Source: an optimization exercise on an open RTL-to-GDS flow (aim: small area and a short achievable clock period). Production flows keep margins and buffers that such runs may drop.
In this exercise RTL edits were held to simulation tests only and were not proved equivalent to the original.
Power and IR drop assume default switching activity.

--- design/flow/run.sh ---
#!/bin/bash
# synth_recipe.tcl (not shown) runs the flow's synth.tcl, then flattens the netlist and writes it again
# the make line also repeats each setting of config.mk as NAME=value (left out here)
make -C /OpenROAD-flow-scripts/flow DESIGN_CONFIG=/design/flow/config.mk WORK_HOME=/design/flow/orfs CLKGATE_MAP_FILE= SYNTH_SCRIPT=/design/flow/synth_recipe.tcl finish
--- design/flow/config.mk ---
export PLATFORM = sky130hd
export DESIGN_NAME = xbee_rx
export DESIGN_NICKNAME = xbee_rx
export VERILOG_FILES = /design/flow/design.v
export SDC_FILE = /design/flow/constraint.sdc
export NUM_CORES = 4
export LEC_CHECK = 0
export CAP_MARGIN = 20
export CORE_MARGIN = 2
export CORE_UTILIZATION = 55
export CTS_BUF_LIST = sky130_fd_sc_hd__clkbuf_16
export CTS_CLUSTER_DIAMETER = 100
export CTS_CLUSTER_SIZE = 32
export SETUP_SLACK_MARGIN = 3.8
export SLEW_MARGIN = 20
--- design/flow/constraint.sdc ---
create_clock -name core_clock -period 6.0 [get_ports {clk}]
set_input_delay 1.2000 -clock core_clock [delete_from_list [all_inputs] [get_ports {clk}]]
set_output_delay 1.2000 -clock core_clock [all_outputs]
set_load 0.01 [all_outputs]
--- design/flow/design.v ---
module xbee_rx (
    input  wire       clk,
    input  wire       rst,         
    input  wire       wr_valid,
    input  wire [7:0] wr_data,
    input  wire       run,
    input  wire [1:0] mode,        
    input  wire       flush,
    output reg  [5:0] avail,
    output reg        out_valid,
    output reg  [1:0] out_kind,
    output reg  [7:0] out_data
);
    localparam CAP = 32;
    localparam ST_HUNT   = 2'd0;
    localparam ST_LEN_HI = 2'd1;
    localparam ST_LEN_LO = 2'd2;
    localparam ST_BODY   = 2'd3;    
    localparam K_PAYLOAD = 2'd0;
    localparam K_FRAME   = 2'd1;
    localparam K_BADCKS  = 2'd2;
    localparam K_SPECIAL = 2'd3;
    localparam [7:0] DELIM = 8'h7E;
    localparam [7:0] ESC   = 8'h7D;
    localparam [7:0] XON   = 8'h11;
    localparam [7:0] XOFF  = 8'h13;
    reg [7:0] sr [0:CAP-1];    
    reg [1:0] ctl_mode;
    reg [5:0] nav;          
    reg       nz;           
    reg       mpar;         
    wire [5:0] cnt = ~nav;
    wire mode_change = (mode != ctl_mode);
    wire step        = run && mpar && !mode_change && !flush && nz;
    wire full        = cnt[5];
    integer i;
    always @(posedge clk) begin
        if (wr_valid) begin
            sr[0] <= wr_data;
            for (i = 1; i < CAP; i = i + 1)
                sr[i] <= sr[i-1];
        end
    end
    wire [7:0] t0 [0:31];
    wire [7:0] t1 [0:15];
    wire [7:0] t2 [0:7];
    wire [7:0] t3 [0:3];
    wire [7:0] t4 [0:1];
    genvar g;
    generate
        for (g = 0; g < 32; g = g + 1) begin : g_t0
            assign t0[g] = sr[(62 - g) % 32];
        end
        for (g = 0; g < 16; g = g + 1) begin : g_t1
            assign t1[g] = nav[0] ? t0[2*g+1] : t0[2*g];
        end
        for (g = 0; g < 8; g = g + 1) begin : g_t2
            assign t2[g] = nav[1] ? t1[2*g+1] : t1[2*g];
        end
        for (g = 0; g < 4; g = g + 1) begin : g_t3
            assign t3[g] = nav[2] ? t2[2*g+1] : t2[2*g];
        end
        for (g = 0; g < 2; g = g + 1) begin : g_t4
            assign t4[g] = nav[3] ? t3[2*g+1] : t3[2*g];
        end
    endgenerate
    wire [7:0] b_rd = nav[4] ? t4[1] : t4[0];
    reg       ev_step;      
    reg [7:0] ev_b;
    wire [5:0] c_m1 = cnt - 6'd1;
    wire [5:0] c_p1 = cnt + 6'd1;
    wire [5:0] c_fl = {5'd0, wr_valid};
    wire dec = !flush && step && !wr_valid;
    wire inc = !flush && !step && wr_valid && !full;
    wire [5:0] c_nx = flush ? c_fl : dec ? c_m1 : inc ? c_p1 : cnt;
    wire       z_nx = flush ? wr_valid : dec ? (cnt != 6'd1) : inc ? 1'b1 : nz;
    always @(posedge clk) begin
        ev_b <= b_rd;
        if (rst) begin
            avail    <= 6'd0;
            nav      <= 6'h3F;
            nz       <= 1'b0;
            ctl_mode <= 2'd0;
            mpar     <= 1'b0;
            ev_step  <= 1'b0;
        end else begin
            ctl_mode <= mode;
            mpar     <= (mode == 2'd1) || (mode == 2'd2);
            ev_step  <= step;
            avail    <= c_nx;
            nav      <= ~c_nx;
            nz       <= z_nx;
        end
    end
    reg  [1:0]  state;
    reg         esc;
    reg  [15:0] rem;      
    reg  [7:0]  sum;
    wire [7:0] b = ev_b;
    wire [7:0] v = {b[7:6], b[5] ^ esc, b[4:0]};
    reg  [1:0]  n_state;
    reg         n_esc;
    reg  [15:0] n_rem;
    reg  [7:0]  n_sum;
    reg         n_item;
    reg  [1:0]  n_kind;
    reg  [7:0]  n_data;
    reg         deliver;
    always @(*) begin
        n_state = state;
        n_esc   = esc;
        n_rem   = rem;
        n_sum   = sum;
        n_item  = 1'b0;
        n_kind  = K_PAYLOAD;
        n_data  = v;
        deliver = 1'b0;
        if (state == ST_HUNT) begin
            if (b == DELIM) begin
                n_state = ST_LEN_HI;
                n_esc   = 1'b0;
            end
        end else if (!ctl_mode[1]) begin
            deliver = 1'b1;
        end else if (esc) begin
            n_esc   = 1'b0;
            deliver = 1'b1;
        end else if (b == ESC) begin
            n_esc = 1'b1;
        end else if (b == DELIM) begin
            n_item  = 1'b1;
            n_kind  = K_SPECIAL;
            n_state = ST_LEN_HI;
        end else if (b == XON || b == XOFF) begin
            n_item  = 1'b1;
            n_kind  = K_SPECIAL;
            n_state = ST_HUNT;
        end else begin
            deliver = 1'b1;
        end
        if (deliver) begin
            case (state)
                ST_LEN_HI: begin
                    n_rem[15:8] = v;
                    n_state     = ST_LEN_LO;
                end
                ST_LEN_LO: begin
                    n_rem[7:0] = v;
                    n_sum      = 8'h00;
                    n_state    = ST_BODY;
                end
                default: begin  
                    n_item = 1'b1;
                    if (rem != 16'h0000) begin
                        n_kind = K_PAYLOAD;
                        n_sum  = sum + v;
                        n_rem  = rem - 16'd1;
                    end else begin
                        n_kind  = (v == ~sum) ? K_FRAME : K_BADCKS;
                        n_data  = ~sum;
                        n_state = ST_HUNT;
                    end
                end
            endcase
        end
    end
    always @(posedge clk) begin
        if (rst) begin
            state     <= ST_HUNT;
            esc       <= 1'b0;
            out_valid <= 1'b0;
        end else begin
            if (mode_change) begin
                state <= ST_HUNT;
                esc   <= 1'b0;
            end else if (ev_step) begin
                state <= n_state;
                esc   <= n_esc;
            end
            out_valid <= ev_step && n_item;
        end
        if (ev_step) begin
            rem <= n_rem;
            sum <= n_sum;
        end
        out_kind <= n_kind;
        out_data <= n_data;
    end
endmodule
==> flow_summary.json, run 1 <==
{
  "diodes": 0,
  "synth_common_cells": "edfxtp_1 (280), mux4_2 (72), dfxtp_1 (39)",
  "avgSynthCellArea_sq_um": 18.21,
  "m1WireLength_um": 10910,
  "overflow": 0,
  "synth_ff_type": "edfxtp_1",
  "coreArea_sq_um": 23330,
  "period_share": 0.3690,
  "power.leakage_nw": 5.096,
  "initial_utilization": 0.5581,
  "tns_ns": 0,
  "setup_viol": 0,
  "via_per_inst": 5.954,
  "max-cap-violations": 0,
  "fin_hold_ws_ns": 0.4399,
  "detail_route.iter0.violations": 550,
  "clock.fmax_ghz": 0.4516,
  "wl_per_cell_um": 21.83,
  "gp_congestion": 0.8402,
  "grt_pass1_vias": 6666,
  "root_buffer": "clkbuf_16",
  "ff2ff_path_depth": 4,
  "synthTopCellsByArea": "edfxtp_1 (65%), mux4_2 (12%), dfxtp_1 (6.0%), mux2i_1 (2.0%), ha_1 (1.3%)",
  "r2r-end": "out_data[6]",
  "fin_nets": 783,
  "post-route-min-period_ns": 2.214,
  "worstMarginPinSlew_ns": 0.7935,
  "hp-class": "reg -> reg",
  "vias": 6424,
  "ctsHtreeMaxLevel": 1,
  "clk_pin_slew_ns": 0.12,
  "wl_um": 23550,
  "maxSlewViolCount": 0,
  "end_kind": "flop",
  "yosys_warnings": 2,
  "netlist_instances": 715,
  "yosysTopAreaCell": "edfxtp_1",
  "crit_arrival_ns": 2.63,
  "dp_hpwl_um": 13250,
  "cts_inserted_buffers": 13,
  "area_growth_pct": 10.73,
  "die_area_sq_um": 24920,
  "pre_cts_ws_ns": 2.742,
  "io_pins": 32,
  "startpoint_type": "input pin",
  "drtPass1Iterations": 7,
  "setup.worst_path.end": "avail[5]",
  "rsz0062_at_grt": "true",
  "hold_violations": 0,
  "drc": 0,
  "wl_met2_um": 11360,
  "clockBufferDepth": 3,
  "port_buffers": 31,
  "die_height_um": 157.9,
  "postLayoutCoreUtil": 0.6180,
  "cts.sinks": 319,
  "ys_types": 62,
  "clock_latency_ns": 0.51,
  "synth-seq-cells": 319,
  "worst-r2r-setup-slack_ns": 3.87,
  "fill_cells": 1685,
  "grt_usage": 0.1985,
  "clock_skew_ns": 0.02328,
  "tritoncts": "built",
  "antenna_found_initial": 0,
  "setup_ws_ns": 3.786,
  "timing.rr.start": "rem[10]",
  "postCtsHoldBufs": 0,
  "synthMostInstantiatedCell": "edfxtp_1",
  "grt_max_degree": 141,
  "wl_met3_um": 1004,
  "status": "finished clean",
  "top_layer": "met4",
  "netlist_area_sq_um": 13020,
  "synth_top_area_frac": 0.6457,
  "ys_seq_area_frac": 0.7057,
  "rows": 56,
  "syn_nets": 745,
  "grt_pass1_wl_um": 37690,
  "ant_nets": 0,
  "cp-startpoint": "mode[0]",
  "crit_fanout": 4,
  "required_ns": 6.41,
  "layout-drive-gt1-share": 0.2395,
  "synth-edff-count": 280,
  "synth_async_sr_flop_share": 0,
  "ir_drop_mv": 0.2547,
  "maxSlewHeadroom": 0.4710,
  "fp.dieW_um": 157.9,
  "power_density_nw_per_um2": 278.4,
  "critPathKind": "in -> reg"
}
==> cell usage in the layout, fill, tap and decap left out, drive strengths merged, types with 5 or more instances in the layout <==
master and instances:
a22oi 9, nor4 6, xor2 12, nand3 10, nor3 14, dfxtp 39, edfxtp 280, buf 43
or3 6, or4 5, mux2i 26, inv 30, nor2 17, xnor2 12, o21ai 26, clkdlybuf4s50 8
clkbuf 13, ha 14, nand2 27, o21a 11, nor2b 10, a21oi 10, nand2b 9, mux4 72
==> cell families (layout without fill, tap and decap cells) <==
kind of cell	after synthesis	after routing	share of synthesized area
muxes	98	98	0.1445
DFF	319	319	0.7057
adders and majority gates	15	15	0.01499
AOI/OAI and AO/OA	81	81	0.04189
buffers and inverters	54	99	0.01970
xor gates and xnor gates	24	24	0.01672
and+or+nand+nor	124	124	0.05650
==> metrics by stage <==
stage | power [W] | instance area [sq um] | cells
6_report | 0.004015 | 14420 | 1079
5_1_grt | 0.004171 | 14420 | 1079
4_1_cts | 0.004055 | 14330 | 1079
3_5_place_dp | 0.002995 | 13680 | 1037
3_3_place_gp | 0.002985 | 13680 | 1037
2_1_floorplan | 0.002865 | 13100 | 715
==> sequential cells by signal (all words and copies together), names as in the netlist, 2 cells and up <==
register	flops
avail	6
ctl_mode	2
ev_b	8
nav	6
out_data	8
out_kind	2
rem	16
sr	256
state	2
sum	8
==> worst max-delay path: stages <==
cell     delay [ns]
buf_8          0.11
xor2_4         0.16
or4_4          0.58
or3_4          0.36
o211a_1        0.22
==> where the power goes <==
| part | internal, W | switching, W |
|---|---|---|
| Clock | 0.000407 | 0.000630 |
| Sequential | 0.00255 | 0.0000778 |
| Combinational | 0.000193 | 0.000158 |
| Total | 0.00315 | 0.000866 |
==> metal layers <==
layer  up-vias  track usage
met2       131       0.3199
met1      3342       0.2914
met5         -            0
met3        22      0.03148
met4         0      0.04199
li1       2929            -
==> worst min path at each step <==
stage,endpoint,start,cells after the start,slack (ns)
global route,sr[24][3],sr[23][3],0,0.46
CTS,sr[24][3],sr[23][3],0,0.44
floorplan,sr[13][0],sr[12][0],0,0.42
global placement,sr[4][6],sr[3][6],0,0.43
detailed placement,sr[19][3],sr[18][3],0,0.43
finish,sr[24][3],sr[23][3],0,0.44
==> layout make-up <==
cell class,count,area (sq um),area share
Clock buffer,13,325.3,0.02256
Clock inverter,9,38.79,0.002690
Inverter,21,78.83,0.005467
Multi-Input combinational cell,342,3740,0.2594
Sequential cell,319,9220,0.6394
Tap cell,319,399.1,0.02768
Timing Repair Buffer,56,616.8,0.04278
==> timing repair <==
item | 4_1_cts | 5_1_grt
resized for setup | 116 | 22
endpoints found under the setup margin | 213 | 32
pin swaps | 4 | 7
endpoints found under the hold margin | 0 | 0
setup buffers | 17 | 0
cloned | 3 | 0
==> run 2, diff against run 1 <==
--- a/design/flow/config.mk
+++ b/design/flow/config.mk
@@ -10,6 +10,6 @@
 export CORE_UTILIZATION = 55
 export CTS_BUF_LIST = sky130_fd_sc_hd__clkbuf_16
-export CTS_CLUSTER_DIAMETER = 100
-export CTS_CLUSTER_SIZE = 32
+export CTS_CLUSTER_DIAMETER = 80
+export CTS_CLUSTER_SIZE = 28
 export SETUP_SLACK_MARGIN = 3.8
 export SLEW_MARGIN = 20
==> run 2 against run 1 <==
  * Critical path type unchanged
  * Flip-flop and latch count stayed put
  * Synthesized cell count stayed put
  * Clock power is 18% higher
  * Still clean on timing, DRC and antenna
  * Global-route usage is 0.23 points higher
  * Die area stayed put
  * Register-to-register slack hardly changed
==> flow_summary.json, run 2 <==
{
  "clkPwrFrac": 0.292,
  "timing.rr.start": "rem[10]",
  "yosysTopAreaCell": "edfxtp_1",
  "synth-simple-area-share": 0.05650,
  "min_from": "sr[18][3]",
  "required_ns": 6.41,
  "largest_register": "sr",
  "io_pins": 32,
  "p_int_w": 0.003276,
  "hold_violations": 0,
  "synth_common_cells": "edfxtp_1 (280), mux4_2 (72), dfxtp_1 (39)",
  "netlist_area_sq_um": 13020,
  "dp_hpwl_um": 13250,
  "postCtsHoldBufs": 0,
  "overflow": 0,
  "die_height_um": 157.9,
  "fin_nets": 788,
  "status": "finished clean",
  "clock.fmax_ghz": 0.4514,
  "switching_share": 0.2209,
  "wl_um": 23810,
  "gp_congestion": 0.8402,
  "synthTopCellsByArea": "edfxtp_1 (65%), mux4_2 (12%), dfxtp_1 (6.0%), mux2i_1 (2.0%), ha_1 (1.3%)",
  "rsz0062_at_grt": "true",
  "dpl_cell_area_sq_um": 13680,
  "post-route-min-period_ns": 2.216,
  "antenna_found_initial": 0,
  "hp-class": "reg -> reg",
  "crit_chain": "buf_8 -> xor2_4 -> or4_4 -> or3_4 -> o211a_1",
  "cp-startpoint": "mode[0]",
  "synth_compound_area_frac": 0.04189,
  "crit_arrival_ns": 2.63,
  "ff2ff_path_depth": 5,
  "yosys_warnings": 2,
  "ant_nets": 0,
  "finalInstanceArea_sq_um": 14560,
  "drtPass1Iterations": 5,
  "pre_cts_ws_ns": 2.742,
  "rows": 56,
  "crit_fanout": 4,
  "clockBufferDepth": 3,
  "clock_latency_ns": 0.51,
  "worst-r2r-setup-slack_ns": 3.86,
  "setup.worst_path.end": "avail[5]",
  "cts.sinks": 319,
  "max_stage_delay_ns": 0.58,
  "final_cell_mix": "edfxtp_1 (280), mux4_2 (72), inv_1 (27), nand2_1 (27), mux2i_1 (26)",
  "synth_async_sr_flop_share": 0,
  "fp.dieW_um": 157.9,
  "layout_commonest_cell": "edfxtp_1",
  "max-cap-violations": 0,
  "grt_usage": 0.2008,
  "via_per_inst": 5.987,
  "seqPwrFrac": 0.624,
  "maxSlewHeadroom": 0.4718,
  "grt_max_degree": 141,
  "ctsHtreeMaxLevel": 1,
  "power_density_nw_per_um2": 288.9,
  "initial_utilization": 0.5581,
  "synth_ff_type": "edfxtp_1",
  "avgSynthCellArea_sq_um": 18.21,
  "synth-xor-area-share": 0.01672,
  "synth.area.mux_share": 0.1445,
  "die_area_sq_um": 24920,
  "min_delay_path_depth": 0,
  "coreArea_sq_um": 23330,
  "share_comb_of_total_power": 0.083,
  "yosys.area_share.adder": 0.01499,
  "tns_ns": 0,
  "power.leakage_nw": 5.168,
  "syn_nets": 745,
  "cts_inserted_buffers": 16,
  "maxSlewViolCount": 0,
  "area_growth_pct": 11.80,
  "total_power_w": 0.004205,
  "ys_types": 62,
  "ys_seq_area_frac": 0.7057,
  "startpoint_type": "input pin",
  "ir_drop_mv": 0.2772,
  "diodes": 0,
  "p_sw_w": 0.0009289,
  "end_kind": "flop",
  "detail_route.iter0.violations": 524,
  "critPathKind": "in -> reg",
  "root_buffer": "clkbuf_16",
  "wl_per_cell_um": 21.90,
  "period_share": 0.3693,
  "largest_reg_flops": 256,
  "worstMarginPinSlew_ns": 0.7923,
  "netlist_instances": 715,
  "grt_pass1_vias": 6661,
  "setup_ws_ns": 3.784,
  "port_buffers": 31,
  "tritoncts": "built",
  "synth-seq-cells": 319,
  "fill_cells": 1676,
  "grt_pass1_wl_um": 38070,
  "synthMostInstantiatedCell": "edfxtp_1",
  "vias": 6508,
  "top_regs": "sr: 256 flops, rem: 16 flops",
  "r2r-end": "out_data[1]",
  "drc": 0,
  "layout-drive-gt1-share": 0.2409,
  "slowest_stage": "or4_4",
  "clk_pin_slew_ns": 0.11,
  "synth-edff-count": 280,
  "clock_skew_ns": 0.01887,
  "synth_top_family_by_area": "multiplexers",
  "synth_top_area_frac": 0.6457,
  "setup_viol": 0
}
==> run 2: cell count changes in the layout (fill, tap and decap cells not counted), moves of 2 or more <==
cell,previous run,this run
dfxtp_1,20,24
inv_1,29,27
ha_1,10,13
clkbuf_16,13,17
buf_4,15,17
ha_2,4,0
dfxtp_2,16,13
==> run 2: cells by family after synthesis <==
| family | count (synthesis) |
|---|---|
| xor gates and xnor gates | 24 |
| adders and majority gates | 15 |
| AOI/OAI and AO/OA | 81 |
| buffers and inverters | 54 |
| muxes | 98 |
| DFF | 319 |
| and+or+nand+nor | 124 |
==> run 2: worst max-delay path, delay by kind of cell <==
| kind | cells | cell delay, ns |
|---|---|---|
| AOI/OAI and AO/OA | 1 | 0.22 |
| and+or+nand+nor | 2 | 0.94 |
| buffers and inverters | 1 | 0.11 |
| xor gates and xnor gates | 1 | 0.16 |
==> run 2: how the worst min path moves through the flow <==
stage	to	slack [ns]
CTS	sr[19][3]	0.44
global route	sr[19][3]	0.45
detailed placement	sr[19][3]	0.43
global placement	sr[4][6]	0.43
floorplan	sr[13][0]	0.42
finish	sr[19][3]	0.44
==> run 2: what timing repair did <==
action | 4_1_cts | 5_1_grt
endpoints found under the setup margin | 213 | 40
gates cloned | 3 | 0
pin swaps | 4 | 6
gates resized for setup | 114 | 17
buffers inserted | 17 | 2
==> run 2: layout make-up <==
class / count / area (sq um) / area share
Sequential cell: 319 / 9213 / 0.6328
Multi-Input combinational cell: 342 / 3742 / 0.2571
Timing Repair Buffer: 58 / 620.6 / 0.04263
Clock buffer: 17 / 425.4 / 0.02922
Tap cell: 319 / 399.1 / 0.02742
Clock inverter: 11 / 78.83 / 0.005415
Inverter: 21 / 78.83 / 0.005415
==> run 2: power groups by stage <==
| stage | Clock (W) | Combinational (W) | Sequential, W |
|---|---|---|---|
| 2_1_floorplan | 0 | 0.000226 | 0.00264 |
| 3_3_place_gp | 0 | 0.000303 | 0.00268 |
| 3_5_place_dp | 0 | 0.000308 | 0.00269 |
| 4_1_cts | 0.00127 | 0.000351 | 0.00263 |
| 5_1_grt | 0.00135 | 0.000384 | 0.00264 |
| 6_report | 0.00123 | 0.000350 | 0.00263 |
==> run 2: per-layer routing <==
layer  global-route usage  up-vias  part of all wire
li1                     -     2940                 -
met1               0.3032     3401              0.46
met2               0.3188      140              0.48
met3              0.02518       27             0.046
met4              0.04416        0             0.013
met5                    0        -                 0
==> run 2: per-stage QoR <==
step                std cells    util  hold WS (ns)
finish                   1087  0.6239        0.4440
global route             1087  0.6239        0.4517
detailed placement       1037  0.5863        0.4293
global placement         1037  0.5863        0.4255
CTS                      1085  0.6201        0.4436
floorplan                 715       -        0.4207
==> run 3, diff against run 2 <==
==> design/flow/flow/run.sh (new file) <==
#!/bin/bash
# Own layout flow: the standard ORFS flow (standard.sh), with two changes.
#  - Synthesis maps the logic with ORFS's ABC speed script less its last
#    buffering and up-sizing steps; the resizer later sizes the gates
#    against the placed layout instead. Registers are untouched.
#  - Clock tree synthesis inserts no dummy load cells.
# Each tool's output goes to ORFS's logs under orfs/logs; the output of
# standard.sh itself goes to standard.log here.
set -euo pipefail
W=$(pwd)
rm -rf "$W/scripts"
cp -r "$FLOW_HOME/scripts" "$W/scripts"
head -n -5 "$FLOW_HOME/scripts/abc_speed.script" > "$W/scripts/abc_speed.script"
echo "topo" >> "$W/scripts/abc_speed.script"
export SCRIPTS_DIR="$W/scripts"
export CTS_ARGS="-sink_clustering_enable -repair_clock_nets -dont_use_dummy_load -buf_list sky130_fd_sc_hd__clkbuf_16 -sink_clustering_size 28 -sink_clustering_max_diameter 80"
bash standard.sh > "$W/standard.log" 2>&1
==> design/flow/standard.sh (new file) <==
#!/bin/bash
# synth_recipe.tcl (not shown) runs the flow's synth.tcl, then flattens the netlist and writes it again
# the make line also repeats each setting of config.mk as NAME=value (left out here)
make -C /OpenROAD-flow-scripts/flow DESIGN_CONFIG=/design/flow/config.mk WORK_HOME=/design/flow/orfs CLKGATE_MAP_FILE= SYNTH_SCRIPT=/design/flow/synth_recipe.tcl "${@:-finish}"
removed: design/flow/run.sh
==> run 3 against run 2 <==
  * Power decreased by 2.7%
  * Largest cell class unchanged
  * Routed wire length is 1.8% higher
  * Clock skew increased by 0.048 ns
  * Flip-flop and latch count did not move
  * Critical endpoint unchanged
==> flow_summary.json, run 3 <==
{
  "die_area_sq_um": 24440,
  "worstMarginPinSlew_ns": 0.8187,
  "vias": 6598,
  "wl_per_cell_um": 23.00,
  "hold_violations": 0,
  "detail_route.iter0.violations": 567,
  "rows": 55,
  "avgSynthCellArea_sq_um": 18.71,
  "clock_latency_ns": 0.52,
  "clk_pin_slew_ns": 0.10,
  "fp.dieW_um": 156.3,
  "synth_ff_type": "edfxtp_1",
  "ir_drop_mv": 0.2077,
  "synthMostInstantiatedCell": "edfxtp_1",
  "gp_congestion": 0.8042,
  "startpoint_type": "input pin",
  "via_per_inst": 6.266,
  "netlist_instances": 682,
  "synth_common_cells": "edfxtp_1 (280), mux4_2 (72), dfxtp_1 (39)",
  "rsz0062_at_grt": "true",
  "initial_utilization": 0.5619,
  "grt_max_degree": 161,
  "setup_ws_ns": 3.731,
  "end_kind": "flop",
  "postCtsHoldBufs": 0,
  "diodes": 0,
  "overflow": 0,
  "fill_cells": 1591,
  "final_cell_mix": "edfxtp_1 (280), mux4_2 (72), nand2_1 (27)",
  "synth_async_sr_flop_share": 0,
  "synth_top_area_frac": 0.6589,
  "dp_hpwl_um": 13490,
  "timing.rr.start": "ev_b[0]",
  "cts.sinks": 319,
  "synth-seq-cells": 319,
  "io_pins": 32,
  "die_height_um": 156.3,
  "cts_inserted_buffers": 16,
  "area_growth_pct": 14.05,
  "cp_top_family": "simple AND/OR/NAND/NOR gates",
  "pre_cts_ws_ns": 2.619,
  "cp_num_buf_inv": 1,
  "power.leakage_nw": 5.066,
  "hp-class": "reg -> reg",
  "root_buffer": "clkbuf_16",
  "antenna_found_initial": 0,
  "maxSlewViolCount": 0,
  "drtPass1Iterations": 5,
  "ant_nets": 0,
  "grt_usage": 0.1992,
  "cp-startpoint": "wr_valid",
  "fin_nets": 800,
  "min_from": "sr[5][1]",
  "max-cap-violations": 0,
  "crit_chain": "buf_16 -> nand2b_4 -> or4_4 -> or3_4 -> o211a_1",
  "largest_reg_flops": 256,
  "required_ns": 6.36,
  "clock_skew_ns": 0.06714,
  "layout_commonest_cell": "edfxtp_1",
  "grt_pass1_wl_um": 37640,
  "coreArea_sq_um": 22710,
  "post-route-min-period_ns": 2.269,
  "drc": 0,
  "synthTopCellsByArea": "edfxtp_1 (66%), mux4_2 (13%), dfxtp_1 (6.1%), mux2i_1 (2.0%), ha_1 (1.4%)",
  "period_share": 0.3781,
  "synth-edff-count": 280,
  "crit_arrival_ns": 2.63,
  "status": "finished clean",
  "ys_types": 49,
  "critPathKind": "in -> reg",
  "ctsHtreeMaxLevel": 1,
  "crit_fanout": 7,
  "grt_pass1_vias": 6663,
  "port_buffers": 31,
  "maxSlewHeadroom": 0.4542,
  "power_density_nw_per_um2": 281.2,
  "tritoncts": "built",
  "tns_ns": 0,
  "netlist_area_sq_um": 12760,
  "clock.fmax_ghz": 0.4408,
  "syn_nets": 712,
  "slowest_stage": "or4_4",
  "max_stage_delay_ns": 0.58,
  "clockBufferDepth": 3,
  "top_regs": "sr: 256 flops, rem: 16 flops",
  "wl_um": 24220,
  "yosysTopAreaCell": "edfxtp_1",
  "layout-drive-gt1-share": 0.2500,
  "yosys_warnings": 2,
  "largest_register": "sr",
  "setup_viol": 0,
  "ys_seq_area_frac": 0.7201
}
run 3: changes by cell type after synthesis, sizes merged:
cell	delta
clkinv	+21
clkbuf	-12
buf	-21
inv	-21
run 3: routing by layer:
layer | vias to the layer above | routed length, um | global-route usage
met5 | - | 0 | 0
met3 | 25 | 979 | 0.03046
li1 | 2956 | - | -
met1 | 3445 | 10870 | 0.2894
met4 | 0 | 348 | 0.03713
met2 | 172 | 12020 | 0.3287
run 3: per-stage QoR:
step                total power, W  utilization  cell area [sq um]  cells  hold slack, ns
floorplan                 0.002852            -              12850    682          0.4207
global placement          0.002984       0.5975              13570   1003          0.4270
detailed placement        0.002997       0.5976              13570   1003          0.4293
CTS                       0.004128       0.6315              14340   1041          0.3801
global route              0.004252       0.6409              14550   1053          0.3860
finish                    0.004092       0.6409              14550   1053          0.3787
run 3: final timing paths:
check	to	slack, ns	depth (start not counted)
min reg2reg	sr[6][1]	0.38	0
max	avail[5]	3.73	5
min	sr[6][1]	0.38	0
max reg2reg	sum[6]	3.86	8
run 3: cell families (layout without fill, tap and decap cells):
kind of cell               after synthesis  count (layout)  share of synthesized area
buffers and inverters                   21             107                   0.006177
DFF                                    319             319                     0.7201
muxes                                   98              98                     0.1475
AOI/OAI and AO/OA                       81              81                    0.04177
adders and majority gates               15              15                    0.01530
and+or+nand+nor                        124             124                    0.05275
xor gates and xnor gates                24              24                    0.01647
run 3: repair_timing:
item | 4_1_cts | 5_1_grt
cloned | 4 | 1
buffers inserted | 18 | 11
pin swaps | 9 | 6
setup endpoints to repair | 239 | 34
resized for setup | 126 | 29
run 3: where the power goes:
group	internal, W	total [W]	switching [W]
Clock	0.000479	0.00110	0.000621
Combinational	0.000199	0.000366	0.000167
Sequential	0.00255	0.00263	0.0000768
Total	0.00323	0.00409	0.000865
run 3: cell type report:
type                       count  area [sq um]  share of cell area
clock buffer                  16         400.4             0.02751
timing repair buffer          70         790.8             0.05433
tap                          285         356.6             0.02450
inverter                      21         78.83            0.005416
multi-input combinational    342          3705              0.2546
sequential                   319          9223              0.6337
==> run 4, diff against run 3 <==
--- a/design/flow/design.v
+++ b/design/flow/design.v
@@ -29,8 +29,11 @@
     reg [5:0] nav;          
     reg       nz;           
-    reg       mpar;         
+    reg       m_api;        
+    reg       m_esc;        
     wire [5:0] cnt = ~nav;
     wire mode_change = (mode != ctl_mode);
-    wire step        = run && mpar && !mode_change && !flush && nz;
+    wire mode_ok     = (m_api && !mode[1] && mode[0]) || (m_esc && mode[1] && !mode[0]);
+    wire go          = run && !flush && nz;    
+    wire step        = go && mode_ok;
     wire full        = cnt[5];
     integer i;
@@ -71,8 +74,10 @@
     wire [5:0] c_p1 = cnt + 6'd1;
     wire [5:0] c_fl = {5'd0, wr_valid};
-    wire dec = !flush && step && !wr_valid;
-    wire inc = !flush && !step && wr_valid && !full;
-    wire [5:0] c_nx = flush ? c_fl : dec ? c_m1 : inc ? c_p1 : cnt;
-    wire       z_nx = flush ? wr_valid : dec ? (cnt != 6'd1) : inc ? 1'b1 : nz;
+    wire [5:0] c_ns = flush ? c_fl : (wr_valid && !full) ? c_p1 : cnt;
+    wire [5:0] c_st = wr_valid ? cnt : c_m1;
+    wire       z_ns = flush ? wr_valid : (wr_valid || nz);
+    wire       z_st = wr_valid || (cnt != 6'd1);
+    wire [5:0] c_nx = step ? c_st : c_ns;
+    wire       z_nx = step ? z_st : z_ns;
     always @(posedge clk) begin
         ev_b <= b_rd;
@@ -82,9 +87,11 @@
             nz       <= 1'b0;
             ctl_mode <= 2'd0;
-            mpar     <= 1'b0;
+            m_api    <= 1'b0;
+            m_esc    <= 1'b0;
             ev_step  <= 1'b0;
         end else begin
             ctl_mode <= mode;
-            mpar     <= (mode == 2'd1) || (mode == 2'd2);
+            m_api    <= (mode == 2'd1);
+            m_esc    <= (mode == 2'd2);
             ev_step  <= step;
             avail    <= c_nx;
==> design/flow/run.sh (new file) <==
#!/bin/bash
# synth_recipe.tcl (not shown) runs the flow's synth.tcl, then flattens the netlist and writes it again
# the make line also repeats each setting of config.mk as NAME=value (left out here)
make -C /OpenROAD-flow-scripts/flow DESIGN_CONFIG=/design/flow/config.mk WORK_HOME=/design/flow/orfs CLKGATE_MAP_FILE= SYNTH_SCRIPT=/design/flow/synth_recipe.tcl finish
--- a/design/flow/config.mk
+++ b/design/flow/config.mk
@@ -10,6 +10,6 @@
 export CORE_UTILIZATION = 55
 export CTS_BUF_LIST = sky130_fd_sc_hd__clkbuf_16
-export CTS_CLUSTER_DIAMETER = 80
-export CTS_CLUSTER_SIZE = 28
+export CTS_CLUSTER_DIAMETER = 100
+export CTS_CLUSTER_SIZE = 32
 export SETUP_SLACK_MARGIN = 3.8
 export SLEW_MARGIN = 20
removed: design/flow/flow/run.sh
removed: design/flow/standard.sh
==> run 4 against run 3 <==
  * Via count is 2.1% higher
  * Sequential share of layout area is 0.49 points higher
  * First-iteration DRC count is 1.6% lower
  * Sequential power hardly changed
  * Core utilization is 2.0 points lower
  * Critical endpoint is now out_data[2]
==> flow_summary.json, run 4 <==
{
  "status": "finished clean",
  "ff2ff_path_depth": 6,
  "synth_ff_type": "edfxtp_1",
  "overflow": 0,
  "postCtsHoldBufs": 0,
  "io_pins": 32,
  "antenna_found_initial": 0,
  "wl_um": 24110,
  "synthTopCellsByArea": "edfxtp_1 (65%), mux4_2 (13%), dfxtp_1 (6.2%), ha_1 (1.4%), mux2i_1 (1.3%)",
  "root_buffer": "clkbuf_16",
  "dp_hpwl_um": 13470,
  "layout_commonest_cell": "edfxtp_1",
  "fin_nets": 816,
  "hp-class": "reg -> reg",
  "vias": 6736,
  "critPathKind": "reg -> reg",
  "layout-drive-gt1-share": 0.2351,
  "power.leakage_nw": 5.000,
  "crit_fanout": 8,
  "tns_ns": 0,
  "netlist_instances": 735,
  "grt_pass1_vias": 6637,
  "coreArea_sq_um": 23260,
  "synth_async_sr_flop_share": 0,
  "largest_register": "sr",
  "worst-r2r-setup-slack_ns": 3.56,
  "rows": 56,
  "synth_top_area_frac": 0.6492,
  "postLayoutCoreUtil": 0.6211,
  "required_ns": 6.41,
  "setup_viol": 0,
  "die_area_sq_um": 24790,
  "port_buffers": 31,
  "crit_arrival_ns": 2.84,
  "wl_per_cell_um": 21.72,
  "ys_seq_area_frac": 0.7110,
  "detail_route.iter0.violations": 558,
  "clockBufferDepth": 3,
  "synth-edff-count": 280,
  "cts.sinks": 320,
  "area_growth_pct": 11.55,
  "max-cap-violations": 0,
  "finalInstanceArea_sq_um": 14450,
  "grt_max_degree": 149,
  "post-route-min-period_ns": 2.437,
  "hold_violations": 0,
  "worstMarginPinSlew_ns": 0.7405,
  "end_kind": "flop",
  "fin_cells": 1110,
  "period_share": 0.4062,
  "ant_nets": 0,
  "power_density_nw_per_um2": 276.3,
  "yosys_warnings": 2,
  "clock.fmax_ghz": 0.4103,
  "min_from": "sr[21][1]",
  "maxSlewViolCount": 0,
  "clock_skew_ns": 0.01333,
  "clk_pin_slew_ns": 0.12,
  "synth_common_cells": "edfxtp_1 (280), mux4_2 (72), nand2_1 (45)",
  "drtPass1Iterations": 5,
  "timing.rr.start": "rem[0]",
  "rsz0062_at_grt": "true",
  "tritoncts": "built",
  "pre_cts_ws_ns": 2.660,
  "diodes": 0,
  "syn_nets": 765,
  "min_delay_path_depth": 0,
  "fp.dieW_um": 157.5,
  "drc": 0,
  "die_height_um": 157.5,
  "synthMostInstantiatedCell": "edfxtp_1",
  "top_regs": "sr: 256 flops, rem: 16 flops",
  "ctsHtreeMaxLevel": 1,
  "avgSynthCellArea_sq_um": 17.62,
  "ys_types": 62,
  "ir_drop_mv": 0.2028,
  "synth-seq-cells": 320,
  "final_cell_mix": "edfxtp_1 (280), mux4_2 (72), nand2_1 (44)",
  "startpoint_type": "flop",
  "dpl_cell_area_sq_um": 13620,
  "gp_congestion": 0.7914,
  "setup_ws_ns": 3.563,
  "maxSlewHeadroom": 0.5064,
  "min_to": "sr[22][1]",
  "grt_pass1_wl_um": 37400,
  "initial_utilization": 0.5567,
  "r2r-end": "out_data[2]",
  "netlist_area_sq_um": 12950,
  "clock_latency_ns": 0.50,
  "via_per_inst": 6.068,
  "grt_usage": 0.1967,
  "largest_reg_flops": 256,
  "yosysTopAreaCell": "edfxtp_1",
  "dp.cells": 1056,
  "cts_inserted_buffers": 13
}
## run 4: cell count changes after synthesis, moves of 9 or more
| cell | delta |
|---|---|
| a32oi_1 | +9 |
| buf_2 | +9 |
| clkbuf_1 | +19 |
| clkinv_1 | -21 |
| inv_1 | +24 |
| mux2i_1 | -9 |
| nand2_1 | +18 |
| nor2_1 | +10 |
## run 4: timing repair
action / in CTS / in global routing
cloned: 3 / 1
gates resized for setup: 114 / 17
setup endpoints to repair: 221 / 58
setup buffers: 22 / 8
pin swaps: 13 / 11
## run 4: worst max-delay path by stage
stage             endpoint      from  cells past startpoint  slack [ns]
5_1_grt        out_data[1]    rem[0]                      6        3.54
4_1_cts        out_data[1]    rem[1]                      6        3.45
2_1_floorplan     avail[5]  wr_valid                      4        3.38
3_5_place_dp      avail[4]   mode[1]                      6        2.66
3_3_place_gp      avail[4]   mode[1]                      6        2.79
6_report       out_data[2]    rem[0]                      6        3.56
## run 4: worst max-delay path: stages (launching register included)
cell and delay (ns):
edfxtp_1 0.44, inv_1 0.09, ha_2 0.17, or4b_4 0.47
or4_4 0.47, or3_4 0.45, mux2i_1 0.26
## run 4: through the flow
| step | hold WS [ns] | total power [W] |
|---|---|---|
| 2_1_floorplan | 0.4207 | 0.002851 |
| 3_3_place_gp | 0.4270 | 0.002974 |
| 3_5_place_dp | 0.4284 | 0.002982 |
| 4_1_cts | 0.4566 | 0.004031 |
| 5_1_grt | 0.4628 | 0.004137 |
| 6_report | 0.4542 | 0.003992 |
## run 4: layout make-up
class	count	area, sq um
clock buffers	13	325.3
clock inverters	7	31.28
fillers	1711	8815
inverters	25	96.34
multi-input cells	356	3647
flip-flops and latches	320	9226
well taps	319	399.1
repair buffers	70	721.9
## run 4: layer usage
layer  vias up  wire length [um]  GRT usage
met4         0               431    0.04242
li1       3013                 -          -
met5         -                 0          0
met2       182             11410     0.3042
met1      3507             11220     0.3032
met3        34              1048    0.02698
## run 4: power breakdown
group | leakage (nW) | total (W) | switching [W] | internal [W]
Combinational | 1.74 | 0.000331 | 0.000154 | 0.000177
Clock | 0.197 | 0.00103 | 0.000630 | 0.000405
Sequential | 3.06 | 0.00263 | 0.0000723 | 0.00255
Total | 5.00 | 0.00399 | 0.000856 | 0.00314
## run 4: kinds of logic after synthesis
| family | after synthesis | share of synthesized area |
|---|---|---|
| flip-flops | 320 | 0.7110 |
| AND/OR/NAND/NOR | 148 | 0.05961 |
| multiplexers | 89 | 0.1383 |
| AO/OA/AOI/OAI | 84 | 0.04357 |
| buffers and inverters | 59 | 0.01884 |
| XOR/XNOR | 20 | 0.01353 |
| adder cells (fa/ha/maj) | 15 | 0.01507 |
==> run 5, diff against run 4 <==
--- a/design/flow/config.mk
+++ b/design/flow/config.mk
@@ -10,6 +10,6 @@
 export CORE_UTILIZATION = 55
 export CTS_BUF_LIST = sky130_fd_sc_hd__clkbuf_16
-export CTS_CLUSTER_DIAMETER = 100
-export CTS_CLUSTER_SIZE = 32
+export CTS_CLUSTER_DIAMETER = 90
+export CTS_CLUSTER_SIZE = 30
 export SETUP_SLACK_MARGIN = 3.8
 export SLEW_MARGIN = 20
==> run 5 against run 4 <==
  * Die area did not move
  * Combinational power is essentially flat
  * Worst hold slack lost 0.0093 ns
  * Critical path type unchanged
  * Critical endpoint unchanged
  * Largest power group unchanged
==> flow_summary.json, run 5 <==
{
  "top_regs": "sr: 256 flops, rem: 16 flops",
  "status": "finished clean",
  "tritoncts": "built",
  "startpoint_type": "flop",
  "setup.worst_path.end": "out_data[2]",
  "clockBufferDepth": 3,
  "synth_async_sr_flop_share": 0,
  "clock_latency_ns": 0.51,
  "area_growth_pct": 12.29,
  "fin_nets": 815,
  "ff2ff_path_depth": 4,
  "avgSynthCellArea_sq_um": 17.62,
  "worst-r2r-setup-slack_ns": 3.56,
  "clock.fmax_ghz": 0.4106,
  "layout_commonest_cell": "edfxtp_1",
  "final_cell_mix": "edfxtp_1 (280), mux4_2 (72), nand2_1 (44)",
  "hp-class": "reg -> reg",
  "antenna_found_initial": 0,
  "netlist_instances": 735,
  "power_density_nw_per_um2": 280.1,
  "setup_viol": 0,
  "initial_utilization": 0.5567,
  "dp_hpwl_um": 13470,
  "io_pins": 32,
  "yosysTopAreaCell": "edfxtp_1",
  "wl_um": 24500,
  "postCtsHoldBufs": 0,
  "ir_drop_mv": 0.2279,
  "cts_inserted_buffers": 14,
  "power.leakage_nw": 5.036,
  "ctsHtreeMaxLevel": 1,
  "root_buffer": "clkbuf_16",
  "synth_common_cells": "edfxtp_1 (280), mux4_2 (72), nand2_1 (45)",
  "crit_arrival_ns": 2.85,
  "ys_types": 62,
  "tns_ns": 0,
  "rows": 56,
  "synth_ff_type": "edfxtp_1",
  "synthMostInstantiatedCell": "edfxtp_1",
  "required_ns": 6.41,
  "drc": 0,
  "via_per_inst": 6.034,
  "synth_top_area_frac": 0.6492,
  "dpl_cell_area_sq_um": 13620,
  "r2r-end": "out_data[2]",
  "fp.dieW_um": 157.5,
  "die_height_um": 157.5,
  "ys_seq_area_frac": 0.7110,
  "clock_skew_ns": 0.02153,
  "gp_congestion": 0.7914,
  "layout-drive-gt1-share": 0.2437,
  "crit_fanout": 8,
  "clk_pin_slew_ns": 0.12,
  "grt_pass1_vias": 6695,
  "cts.sinks": 320,
  "maxSlewViolCount": 0,
  "max-cap-violations": 0,
  "overflow": 0,
  "timing.rr.start": "rem[9]",
  "end_kind": "flop",
  "fin_cells": 1111,
  "post-route-min-period_ns": 2.436,
  "detail_route.iter0.violations": 665,
  "dp.cells": 1056,
  "vias": 6704,
  "grt_pass1_wl_um": 37960,
  "synth-edff-count": 280,
  "worstMarginPinSlew_ns": 0.7392,
  "maxSlewHeadroom": 0.5072,
  "wl_per_cell_um": 22.05,
  "synth-seq-cells": 320,
  "hold_violations": 0,
  "syn_nets": 765,
  "coreArea_sq_um": 23260,
  "die_area_sq_um": 24790,
  "cp-startpoint": "rem[9]",
  "port_buffers": 31,
  "largest_reg_flops": 256,
  "drtPass1Iterations": 5,
  "largest_register": "sr",
  "yosys_warnings": 2,
  "netlist_area_sq_um": 12950,
  "critPathKind": "reg -> reg",
  "grt_max_degree": 149,
  "period_share": 0.4060,
  "diodes": 0,
  "synthTopCellsByArea": "edfxtp_1 (65%), mux4_2 (13%), dfxtp_1 (6.2%), ha_1 (1.4%), mux2i_1 (1.3%)",
  "ant_nets": 0,
  "rsz0062_at_grt": "true",
  "finalInstanceArea_sq_um": 14540,
  "grt_usage": 0.2000
}
## run 5: repair_timing
item / in CTS / in global routing
setup buffers: 20 / 8
gates resized for setup: 117 / 25
pin swaps: 13 / 9
gates cloned: 3 / 1
setup endpoints to repair: 221 / 59
## run 5: final cells by class
class	count	area, sq um
multi-input cells	356	3659
clock buffers	15	375.4
well taps	319	399.1
inverters	25	96.34
clock inverters	8	36.28
flip-flops and latches	320	9229
fillers	1698	8720
repair buffers	68	748.2
## run 5: how the worst min path moves through the flow
stage	startpoint	cells past startpoint	endpoint
after CTS	sr[5][1]	0	sr[6][1]
after global placement	sr[7][1]	0	sr[8][1]
after floorplan	sr[12][0]	0	sr[13][0]
after detailed placement	sr[28][3]	0	sr[29][3]
final	sr[5][1]	0	sr[6][1]
after global routing	sr[5][1]	0	sr[6][1]
## run 5: critical path, stage by stage (launching register included)
cell and delay, ns:
edfxtp_1 0.45, or4_4 0.59, or4_4 0.59, or3_4 0.45
mux2i_1 0.26
## run 5: per-layer routing
metal	GRT usage	up-vias	wire, um
met3	0.02368	39	948
li1	-	3020	-
met1	0.3085	3491	11490
met4	0.05411	0	539
met2	0.3067	154	11520
met5	0	-	0
## run 5: cell families (layout without fill, tap and decap cells)
kind of cell	after synthesis	count (layout)	share of synthesized area
xor+xnor	20	20	0.01353
flops	320	320	0.7110
compound gates	84	84	0.04357
mux	89	89	0.1383
buf+inv	59	116	0.01884
simple gates	148	148	0.05961
fa+ha+maj	15	15	0.01507
## run 5: per-stage QoR
step	util	total power, W	setup slack [ns]	hold WS [ns]
2_1_floorplan	-	0.002851	3.378	0.4207
3_3_place_gp	0.5854	0.002974	2.790	0.4270
3_5_place_dp	0.5854	0.002982	2.660	0.4284
4_1_cts	0.6176	0.004113	3.478	0.4493
5_1_grt	0.6252	0.004230	3.555	0.4601
6_report	0.6252	0.004074	3.564	0.4449
## run 5: report_power, final
group	internal, W	switching [W]
Combinational	0.000177	0.000157
Sequential	0.00255	0.0000706
Clock	0.000463	0.000653
==> run 6, diff against run 5 <==
--- a/design/flow/design.v
+++ b/design/flow/design.v
@@ -13,8 +13,9 @@
 );
     localparam CAP = 32;
-    localparam ST_HUNT   = 2'd0;
-    localparam ST_LEN_HI = 2'd1;
-    localparam ST_LEN_LO = 2'd2;
-    localparam ST_BODY   = 2'd3;    
+    localparam ST_HUNT   = 3'd0;
+    localparam ST_LEN_HI = 3'd1;
+    localparam ST_LEN_LO = 3'd2;
+    localparam ST_PAY    = 3'd3;
+    localparam ST_CKS    = 3'd4;
     localparam K_PAYLOAD = 2'd0;
     localparam K_FRAME   = 2'd1;
@@ -100,5 +101,5 @@
         end
     end
-    reg  [1:0]  state;
+    reg  [2:0]  state;
     reg         esc;
     reg  [15:0] rem;      
@@ -106,5 +107,5 @@
     wire [7:0] b = ev_b;
     wire [7:0] v = {b[7:6], b[5] ^ esc, b[4:0]};
-    reg  [1:0]  n_state;
+    reg  [2:0]  n_state;
     reg         n_esc;
     reg  [15:0] n_rem;
@@ -155,17 +156,19 @@
                     n_rem[7:0] = v;
                     n_sum      = 8'h00;
-                    n_state    = ST_BODY;
+                    n_state    = ({rem[15:8], v} != 16'h0000) ? ST_PAY : ST_CKS;
+                end
+                ST_PAY: begin
+                    n_item = 1'b1;
+                    n_kind = K_PAYLOAD;
+                    n_sum  = sum + v;
+                    n_rem  = rem - 16'd1;
+                    if (rem == 16'd1)
+                        n_state = ST_CKS;
                 end
                 default: begin  
-                    n_item = 1'b1;
-                    if (rem != 16'h0000) begin
-                        n_kind = K_PAYLOAD;
-                        n_sum  = sum + v;
-                        n_rem  = rem - 16'd1;
-                    end else begin
-                        n_kind  = (v == ~sum) ? K_FRAME : K_BADCKS;
-                        n_data  = ~sum;
-                        n_state = ST_HUNT;
-                    end
+                    n_item  = 1'b1;
+                    n_kind  = (v == ~sum) ? K_FRAME : K_BADCKS;
+                    n_data  = ~sum;
+                    n_state = ST_HUNT;
                 end
             endcase
--- a/design/flow/config.mk
+++ b/design/flow/config.mk
@@ -10,6 +10,6 @@
 export CORE_UTILIZATION = 55
 export CTS_BUF_LIST = sky130_fd_sc_hd__clkbuf_16
-export CTS_CLUSTER_DIAMETER = 90
-export CTS_CLUSTER_SIZE = 30
+export CTS_CLUSTER_DIAMETER = 100
+export CTS_CLUSTER_SIZE = 32
 export SETUP_SLACK_MARGIN = 3.8
 export SLEW_MARGIN = 20
==> run 6 against run 5 <==
  * Still clean
  * Cell count is 8.7% lower
  * Core utilization down 0.59 points
  * Setup slack better by 0.25 ns
  * Die area fell by 1.2%
  * Fmax grew 12%
  * Synthesized cell count shrank 6.0%
  * Sequential share of layout area up 2.4 points
  * Design area down 3.3%
  * First-iteration DRC count fell by 32%
  * Routed wire length decreased by 10%
  * Largest power group unchanged
==> flow_summary.json, run 6 <==
{
  "synth_ff_type": "edfxtp_1",
  "ant_nets": 0,
  "crit_chain": "buf_6",
  "clockBufferDepth": 3,
  "hp-class": "reg -> reg",
  "period_share": 0.3635,
  "wl_um": 22010,
  "slowest_stage": "dfxtp_2",
  "tns_ns": 0,
  "grt_max_degree": 164,
  "required_ns": 4.80,
  "ys_seq_area_frac": 0.7214,
  "fp.dieW_um": 156.5,
  "share_comb_of_total_power": 0.088,
  "startpoint_type": "flop",
  "vias": 6207,
  "gp_congestion": 0.8348,
  "layout_commonest_cell": "edfxtp_1",
  "ir_drop_mv": 0.2824,
  "max-cap-violations": 0,
  "switching_share": 0.2212,
  "tritoncts": "built",
  "dp_hpwl_um": 12670,
  "synth-seq-cells": 321,
  "grt_pass1_vias": 6294,
  "netlist_instances": 691,
  "area_growth_pct": 9.927,
  "crit_arrival_ns": 0.98,
  "synth_top_area_frac": 0.6573,
  "clock.fmax_ghz": 0.4586,
  "yosys_warnings": 2,
  "die_height_um": 156.5,
  "synth-edff-count": 280,
  "largest_reg_flops": 256,
  "post-route-min-period_ns": 2.181,
  "p_sw_w": 0.0009133,
  "ctsHtreeMaxLevel": 1,
  "max_stage_delay_ns": 0.35,
  "cts.sinks": 321,
  "wl_per_cell_um": 21.70,
  "crit_fanout": 1,
  "p_int_w": 0.003216,
  "avgSynthCellArea_sq_um": 18.51,
  "cp_num_buf_inv": 1,
  "fin_hold_ws_ns": 0.4227,
  "rows": 55,
  "clkPwrFrac": 0.270,
  "synth_async_sr_flop_share": 0,
  "maxSlewHeadroom": 0.4384,
  "power_density_nw_per_um2": 293.6,
  "worstMarginPinSlew_ns": 0.8423,
  "grt_pass1_wl_um": 34380,
  "layout-drive-gt1-share": 0.2497,
  "detail_route.iter0.violations": 454,
  "netlist_area_sq_um": 12790,
  "cts_inserted_buffers": 14,
  "maxSlewViolCount": 0,
  "critPathKind": "reg -> out",
  "syn_nets": 719,
  "grt_usage": 0.1796,
  "status": "finished clean",
  "fill_cells": 1637,
  "top_regs": "sr: 256 flops, rem: 16 flops",
  "drtPass1Iterations": 4,
  "drc": 0,
  "coreArea_sq_um": 22710,
  "clock_skew_ns": 0.03103,
  "via_per_inst": 6.121,
  "synth_common_cells": "edfxtp_1 (280), mux4_2 (80), dfxtp_1 (41)",
  "root_buffer": "clkbuf_16",
  "synthMostInstantiatedCell": "edfxtp_1",
  "yosysTopAreaCell": "edfxtp_1",
  "overflow": 0,
  "power.leakage_nw": 4.806,
  "hold_violations": 0,
  "antenna_found_initial": 0,
  "port_buffers": 31,
  "rsz0062_at_grt": "true",
  "largest_register": "sr",
  "clock_latency_ns": 0.52,
  "die_area_sq_um": 24490,
  "synthTopCellsByArea": "edfxtp_1 (66%), mux4_2 (14%), dfxtp_1 (6.4%), ha_1 (1.2%), a21oi_1 (0.98%)",
  "final_cell_mix": "edfxtp_1 (280), mux4_2 (80), nand2_1 (27), nor2_1 (27), dfxtp_1 (26)",
  "io_pins": 32,
  "postCtsHoldBufs": 0,
  "setup_viol": 0,
  "diodes": 0,
  "clk_pin_slew_ns": 0.12,
  "seqPwrFrac": 0.642,
  "ys_types": 50,
  "end_kind": "output pin",
  "cp_top_family": "flip-flops",
  "initial_utilization": 0.5633,
  "fin_nets": 749
}
[run 6: repair_timing]
action,4_1_cts,5_1_grt
setup endpoints to repair,229,171
cloned,0,2
gates resized for setup,101,29
pin swaps,2,6
setup buffers,7,1
[run 6: area by class of cell]
cell class                 instances  area [sq um]  area share
clock inverter                    10         80.08    0.005694
timing repair buffer              46         485.5     0.03452
inverter                          13         48.80    0.003470
tap                              285         356.6     0.02536
multi-input combinational        325          3483      0.2477
clock buffer                      14         350.3     0.02491
sequential                       321          9258      0.6583
[run 6: path summary, 6_finish.rpt]
path,startpoint,endpoint,slack [ns],cells past startpoint
setup / recovery,avail[1],avail[1],3.82,1
hold / removal,sr[1][1],sr[2][1],0.42,0
setup reg to reg,nav[1],ev_b[6],3.88,4
hold reg to reg,sr[1][1],sr[2][1],0.42,0
[run 6: metrics by stage]
stage | std cells | total power (W) | cell area, sq um | worst slack, ns | util
finish | 1014 | 0.004129 | 14060 | 3.819 | 0.6192
global route | 1014 | 0.004284 | 14060 | 3.780 | 0.6192
CTS | 1011 | 0.004172 | 13940 | 3.795 | 0.6137
detailed placement | 980 | 0.003051 | 13400 | 2.809 | 0.5902
global placement | 980 | 0.003040 | 13400 | 2.862 | 0.5902
floorplan | 691 | 0.002907 | 12830 | 3.592 | -
[run 6: kinds of logic after synthesis]
family | synth area share
compound gates | 0.03286
xor+xnor | 0.01575
fa+ha+maj | 0.01408
buf+inv | 0.01555
flops | 0.7214
mux | 0.1488
simple gates | 0.05155
[run 6: power groups by stage]
stage	clock network, W	logic [W]	registers, W
floorplan	0	0.000247	0.00266
global placement	0	0.000329	0.00271
detailed placement	0	0.000335	0.00272
CTS	0.00116	0.000363	0.00265
global route	0.00122	0.000398	0.00267
finish	0.00112	0.000364	0.00265
[run 6: per-layer routing]
layer	track usage	routed length (um)
met1	0.2692	10240
met2	0.2922	10590
met3	0.02105	823
met4	0.03408	352
met5	0	0
==> run 7, diff against run 6 <==
--- a/design/flow/config.mk
+++ b/design/flow/config.mk
@@ -10,6 +10,6 @@
 export CORE_UTILIZATION = 55
 export CTS_BUF_LIST = sky130_fd_sc_hd__clkbuf_16
-export CTS_CLUSTER_DIAMETER = 100
-export CTS_CLUSTER_SIZE = 32
+export CTS_CLUSTER_DIAMETER = 90
+export CTS_CLUSTER_SIZE = 30
 export SETUP_SLACK_MARGIN = 3.8
 export SLEW_MARGIN = 20
==> run 7 against run 6 <==
  * Clock skew decreased by 0.016 ns
  * Routed wire length about the same
  * Critical path depth unchanged
  * Clock power about the same
  * Cell count unchanged
  * Largest cell class unchanged
  * Via count decreased by 0.21%
  * First-iteration DRC count increased by 14%
  * Global-route usage about the same
  * Highest routed layer unchanged
  * Area after synthesis unchanged
  * Still clean
  * Count of clock-buffer cells in the layout increased by 1
  * Sequential share of layout area increased by 0.084 points
  * Non-clock buffer count unchanged
==> flow_summary.json, run 7 <==
{
  "status": "finished clean",
  "maxSlewHeadroom": 0.4147,
  "syn_nets": 719,
  "clockBufferDepth": 3,
  "synthTopCellsByArea": "edfxtp_1 (66%), mux4_2 (14%), dfxtp_1 (6.4%), ha_1 (1.2%), a21oi_1 (0.98%)",
  "crit_arrival_ns": 0.95,
  "synth-seq-cells": 321,
  "finalInstanceArea_sq_um": 14040,
  "tritoncts": "built",
  "multi_input_area_sq_um": 3480,
  "crit_fanout": 1,
  "dpl_cell_area_sq_um": 13400,
  "cp_top_family": "flip-flops",
  "synth_async_sr_flop_share": 0,
  "fill_cells": 1636,
  "area_growth_pct": 9.742,
  "synth_top_area_frac": 0.6573,
  "worst-r2r-setup-slack_ns": 3.87,
  "fin_nets": 749,
  "dp_hpwl_um": 12670,
  "rsz0062_at_grt": "true",
  "end_kind": "output pin",
  "die_area_sq_um": 24490,
  "pre_cts_ws_ns": 2.809,
  "rows": 55,
  "ant_nets": 0,
  "ff2ff_path_depth": 9,
  "postLayoutCoreUtil": 0.6182,
  "min_delay_path_depth": 0,
  "power_density_nw_per_um2": 295.1,
  "vias": 6194,
  "gp_congestion": 0.8348,
  "hp-class": "reg -> reg",
  "period_share": 0.3582,
  "post-route-min-period_ns": 2.149,
  "slowest_stage": "dfxtp_2",
  "port_buffers": 31,
  "setup_viol": 0,
  "min_from": "sr[6][3]",
  "maxSlewViolCount": 0,
  "antenna_found_initial": 0,
  "crit_chain": "buf_2",
  "max-cap-violations": 0,
  "ir_drop_mv": 0.2421,
  "yosys_warnings": 2,
  "ys_seq_area_frac": 0.7214,
  "timing.rr.start": "ev_b[0]",
  "largest_reg_flops": 256,
  "grt_pass1_vias": 6276,
  "io_pins": 32,
  "ys_types": 50,
  "synthMostInstantiatedCell": "edfxtp_1",
  "coreArea_sq_um": 22710,
  "cp_num_buf_inv": 1,
  "cts_inserted_buffers": 14,
  "top_regs": "sr: 256 flops, rem: 16 flops",
  "clock_skew_ns": 0.01464,
  "synth_ff_type": "edfxtp_1",
  "wl_per_cell_um": 21.69,
  "clk_pin_slew_ns": 0.11,
  "postCtsHoldBufs": 0,
  "layout_commonest_cell": "edfxtp_1",
  "setup_ws_ns": 3.851,
  "regArea_sq_um": 9254,
  "layout-drive-gt1-share": 0.2442,
  "root_buffer": "clkbuf_16",
  "avgSynthCellArea_sq_um": 18.51,
  "wl_um": 21990,
  "clock_latency_ns": 0.49,
  "hold_violations": 0,
  "critPathKind": "reg -> out",
  "worstMarginPinSlew_ns": 0.8768,
  "synth-edff-count": 280,
  "drtPass1Iterations": 4,
  "final_cell_mix": "edfxtp_1 (280), mux4_2 (80), dfxtp_1 (29)",
  "grt_usage": 0.1798,
  "fp.dieW_um": 156.5,
  "diodes": 0,
  "drc": 0,
  "netlist_instances": 691,
  "grt_max_degree": 164,
  "via_per_inst": 6.108,
  "overflow": 0,
  "startpoint_type": "flop",
  "largest_register": "sr",
  "cts.sinks": 321,
  "yosysTopAreaCell": "edfxtp_1",
  "netlist_area_sq_um": 12790,
  "r2r-end": "sum[6]",
  "tns_ns": 0,
  "initial_utilization": 0.5633,
  "required_ns": 4.80,
  "synth_common_cells": "edfxtp_1 (280), mux4_2 (80), dfxtp_1 (41)",
  "clock.fmax_ghz": 0.4653,
  "die_height_um": 156.5,
  "max_stage_delay_ns": 0.33,
  "ctsHtreeMaxLevel": 1,
  "power.leakage_nw": 4.805,
  "min_to": "sr[7][3]",
  "detail_route.iter0.violations": 517,
  "grt_pass1_wl_um": 34320
}
run 7: worst max path at each step:
stage                   from       end  slack (ns)  cells after the start
floorplan            mode[0]    nav[4]        3.59                      7
global placement     mode[1]    nav[4]        2.86                      7
detailed placement   mode[1]    nav[4]        2.81                      7
CTS                 wr_valid    nav[4]        3.81                      5
global route         ev_b[2]    sum[6]        3.68                      7
finish              avail[4]  avail[4]        3.85                      1
run 7: report_power, final:
part / internal [W] / total, W / switching (W)
registers: 0.00257 / 0.00265 / 0.0000804
logic: 0.000196 / 0.000361 / 0.000165
clock network: 0.000503 / 0.00113 / 0.000630
run 7: cells by family (layout without fill, tap and decap cells):
group / Yosys count / count (layout) / share of synthesized area
muxes: 89 / 89 / 0.1488
xor gates and xnor gates: 23 / 23 / 0.01575
and+or+nand+nor: 130 / 131 / 0.05155
buffers and inverters: 46 / 83 / 0.01555
DFF: 321 / 321 / 0.7214
adders and majority gates: 14 / 14 / 0.01408
AOI/OAI and AO/OA: 68 / 68 / 0.03286
run 7: timing repair:
| item | 4_1_cts | 5_1_grt |
|---|---|---|
| pin swaps | 3 | 4 |
| setup endpoints to repair | 229 | 182 |
| cloned | 0 | 2 |
| setup buffers | 7 | 1 |
| gates resized for setup | 104 | 20 |
| endpoints found under the hold margin | 0 | 0 |
run 7: cell type report:
type / instances / share of cell area
flip-flops and latches: 321 / 0.6592
inverters: 13 / 0.003476
clock inverters: 9 / 0.004367
well taps: 285 / 0.02540
multi-input cells: 325 / 0.2479
clock buffers: 15 / 0.02674
repair buffers: 46 / 0.03298
run 7: per-stage QoR:
stage	hold slack (ns)	total power [W]	instances
2_1_floorplan	0.4207	0.002907	691
3_3_place_gp	0.4246	0.003040	980
3_5_place_dp	0.4278	0.003051	980
4_1_cts	0.4545	0.004197	1011
5_1_grt	0.4573	0.004306	1014
6_report	0.4509	0.004143	1014
run 7: per-layer routing:
layer | vias to the layer above | track usage | part of all wire
met2 | 105 | 0.2926 | 0.49
met3 | 21 | 0.02215 | 0.035
li1 | 2819 | - | -
met4 | 0 | 0.03277 | 0.014
met1 | 3249 | 0.2693 | 0.47
met5 | - | 0 | 0
==> run 8, diff against run 7 <==
--- a/design/flow/design.v
+++ b/design/flow/design.v
@@ -27,5 +27,4 @@
     localparam [7:0] XOFF  = 8'h13;
     reg [7:0] sr [0:CAP-1];    
-    reg [1:0] ctl_mode;
     reg [5:0] nav;          
     reg       nz;           
@@ -33,8 +32,8 @@
     reg       m_esc;        
     wire [5:0] cnt = ~nav;
-    wire mode_change = (mode != ctl_mode);
     wire mode_ok     = (m_api && !mode[1] && mode[0]) || (m_esc && mode[1] && !mode[0]);
     wire go          = run && !flush && nz;    
     wire step        = go && mode_ok;
+    wire mode_change = (m_api || m_esc) && !mode_ok;   
     wire full        = cnt[5];
     integer i;
@@ -87,10 +86,8 @@
             nav      <= 6'h3F;
             nz       <= 1'b0;
-            ctl_mode <= 2'd0;
             m_api    <= 1'b0;
             m_esc    <= 1'b0;
             ev_step  <= 1'b0;
         end else begin
-            ctl_mode <= mode;
             m_api    <= (mode == 2'd1);
             m_esc    <= (mode == 2'd2);
@@ -129,5 +126,5 @@
                 n_esc   = 1'b0;
             end
-        end else if (!ctl_mode[1]) begin
+        end else if (!m_esc) begin
             deliver = 1'b1;
         end else if (esc) begin
==> run 8 against run 7 <==
  * Sequential power barely moved
  * Highest routed layer unchanged
  * Routed wire length grew 1.7%
  * Setup slack worse by 0.029 ns
  * Clock skew grew 0.0026 ns
  * Critical path type unchanged
==> flow_summary.json, run 8 <==
{
  "synth_async_sr_flop_share": 0,
  "yosys.area_share.adder": 0.01413,
  "top_regs": "sr: 256 flops, rem: 16 flops",
  "grt_max_degree": 191,
  "die_area_sq_um": 24420,
  "crit_arrival_ns": 0.98,
  "drtPass1Iterations": 5,
  "rsz0062_at_grt": "true",
  "wl_per_cell_um": 21.96,
  "slowest_stage": "dfxtp_2",
  "end_kind": "output pin",
  "vias": 6332,
  "die_height_um": 156.3,
  "required_ns": 4.80,
  "wl_um": 22360,
  "power.leakage_nw": 4.771,
  "maxSlewViolCount": 0,
  "synth-xor-area-share": 0.01442,
  "finalInstanceArea_sq_um": 14030,
  "io_pins": 32,
  "gp_congestion": 0.7822,
  "synth_compound_area_frac": 0.03611,
  "layout-drive-gt1-share": 0.2401,
  "final_cell_mix": "edfxtp_1 (280), mux4_2 (80), nor2_1 (38)",
  "via_per_inst": 6.220,
  "drc": 0,
  "pre_cts_ws_ns": 2.911,
  "synth_top_area_frac": 0.6594,
  "dpl_cell_area_sq_um": 13340,
  "initial_utilization": 0.5615,
  "dp_hpwl_um": 12890,
  "tns_ns": 0,
  "rows": 55,
  "antenna_found_initial": 0,
  "hp-class": "reg -> reg",
  "max-cap-violations": 0,
  "coreArea_sq_um": 22710,
  "yosys_warnings": 2,
  "critPathKind": "reg -> out",
  "post-route-min-period_ns": 2.178,
  "grt_pass1_vias": 6128,
  "synthTopCellsByArea": "edfxtp_1 (66%), mux4_2 (14%), dfxtp_1 (6.1%), ha_1 (1.2%), nor2_1 (1.1%)",
  "tritoncts": "built",
  "yosysTopAreaCell": "edfxtp_1",
  "clockBufferDepth": 3,
  "root_buffer": "clkbuf_16",
  "avgSynthCellArea_sq_um": 18.51,
  "synth-seq-cells": 319,
  "synth_ff_type": "edfxtp_1",
  "cts.sinks": 319,
  "fin_nets": 753,
  "status": "finished clean",
  "cp_num_buf_inv": 1,
  "fp.dieW_um": 156.3,
  "ant_nets": 0,
  "ys_seq_area_frac": 0.7206,
  "syn_nets": 717,
  "synth.area.mux_share": 0.1492,
  "synthMostInstantiatedCell": "edfxtp_1",
  "clock.fmax_ghz": 0.4591,
  "hold_violations": 0,
  "cp_top_family": "flip-flops",
  "layout_commonest_cell": "edfxtp_1",
  "overflow": 0,
  "crit_chain": "buf_6",
  "max_stage_delay_ns": 0.37,
  "port_buffers": 31,
  "maxSlewHeadroom": 0.4167,
  "netlist_instances": 689,
  "grt_usage": 0.1840,
  "ys_types": 54,
  "clock_latency_ns": 0.50,
  "setup_ws_ns": 3.822,
  "synth-simple-area-share": 0.05083,
  "area_growth_pct": 10.05,
  "period_share": 0.3630,
  "crit_fanout": 1,
  "synth_common_cells": "edfxtp_1 (280), mux4_2 (80), dfxtp_1 (39), nor2_1 (39), a21oi_1 (25)",
  "diodes": 0,
  "cts_inserted_buffers": 14,
  "startpoint_type": "flop",
  "ctsHtreeMaxLevel": 1,
  "power_density_nw_per_um2": 292.9,
  "largest_register": "sr",
  "clk_pin_slew_ns": 0.11,
  "postLayoutCoreUtil": 0.6179,
  "grt_pass1_wl_um": 34920,
  "worstMarginPinSlew_ns": 0.8738,
  "ir_drop_mv": 0.2404,
  "fill_cells": 1613,
  "synth_top_family_by_area": "multiplexers",
  "clock_skew_ns": 0.01728,
  "detail_route.iter0.violations": 583,
  "setup_viol": 0,
  "netlist_area_sq_um": 12750,
  "synth-edff-count": 280,
  "largest_reg_flops": 256
}
[run 8: changes by cell type after synthesis, sizes merged, moves of 3 or more]
cell,change
nand2,-8
nor2,+10
o21a,+3
or3,-3
xor2,-4
[run 8: what timing repair did]
item	CTS	global route
gates resized for setup	105	20
buffers inserted	5	9
pin swaps	5	2
gates cloned	1	1
hold buffers	0	0
hold endpoints to repair	0	0
setup endpoints to repair	257	236
[run 8: layer usage]
layer | vias up | share of wire | global-route usage
li1 | 2852 | - | -
met1 | 3322 | 0.47 | 0.2845
met2 | 138 | 0.47 | 0.2866
met3 | 20 | 0.043 | 0.02465
met4 | 0 | 0.016 | 0.03888
met5 | - | 0 | 0
[run 8: report_power, final]
part / internal, W / leakage (nW) / total (W) / switching [W]
clock network: 0.000504 / 0.236 / 0.00114 / 0.000636
registers: 0.00255 / 3.05 / 0.00263 / 0.0000758
logic: 0.000188 / 1.49 / 0.000345 / 0.000157
[run 8: cell type report]
cell class / count / area, sq um / share of cell area
tap: 285 / 356.6 / 0.02541
sequential: 319 / 9213 / 0.6565
clock buffer: 15 / 375.4 / 0.02675
inverter: 12 / 45.04 / 0.003210
multi-input combinational: 327 / 3487 / 0.2485
clock inverter: 9 / 63.81 / 0.004547
timing repair buffer: 51 / 491.7 / 0.03504
[run 8: path summary, 6_finish.rpt]
path,to,startpoint,depth (start not counted),slack (ns)
worst min-delay path,sr[21][6],sr[20][6],0,0.45
worst max-delay path,avail[1],avail[1],1,3.82
worst min register to register,sr[21][6],sr[20][6],0,0.45
worst max register to register,ev_b[4],nav[0],4,3.85
[run 8: worst reg2reg max path, delay by kind of cell, from the launching register on]
| kind | cells | cell delay [ns] |
|---|---|---|
| buf+inv | 1 | 0.28 |
| mux | 3 | 1.34 |
| flops | 1 | 0.45 |
[run 8: metrics by stage]
| step | hold WS [ns] | power, W | std cells |
|---|---|---|---|
| 4_1_cts | 0.4488 | 0.004151 | 1008 |
| 3_3_place_gp | 0.4277 | 0.002995 | 978 |
| 6_report | 0.4496 | 0.004110 | 1018 |
| 2_1_floorplan | 0.4207 | 0.002870 | 689 |
| 3_5_place_dp | 0.4270 | 0.003004 | 978 |
| 5_1_grt | 0.4591 | 0.004270 | 1018 |
[run 8: cell families (layout without fill, tap and decap cells)]
kind of cell               count (synthesis)  after routing
AOI/OAI and AO/OA                         74             75
DFF                                      319            319
muxes                                     89             89
buffers and inverters                     44             87
and+or+nand+nor                          128            128
adders and majority gates                 14             14
xor gates and xnor gates                  21             21

Setup slack of run 8, layout unchanged: 3.822 ns with ideal ports, 3.778 ns with driving cells assumed (clock clkbuf_16, inputs buf_2), 3.330 ns with port delays also shifted by the 0.532 ns mid clock arrival.
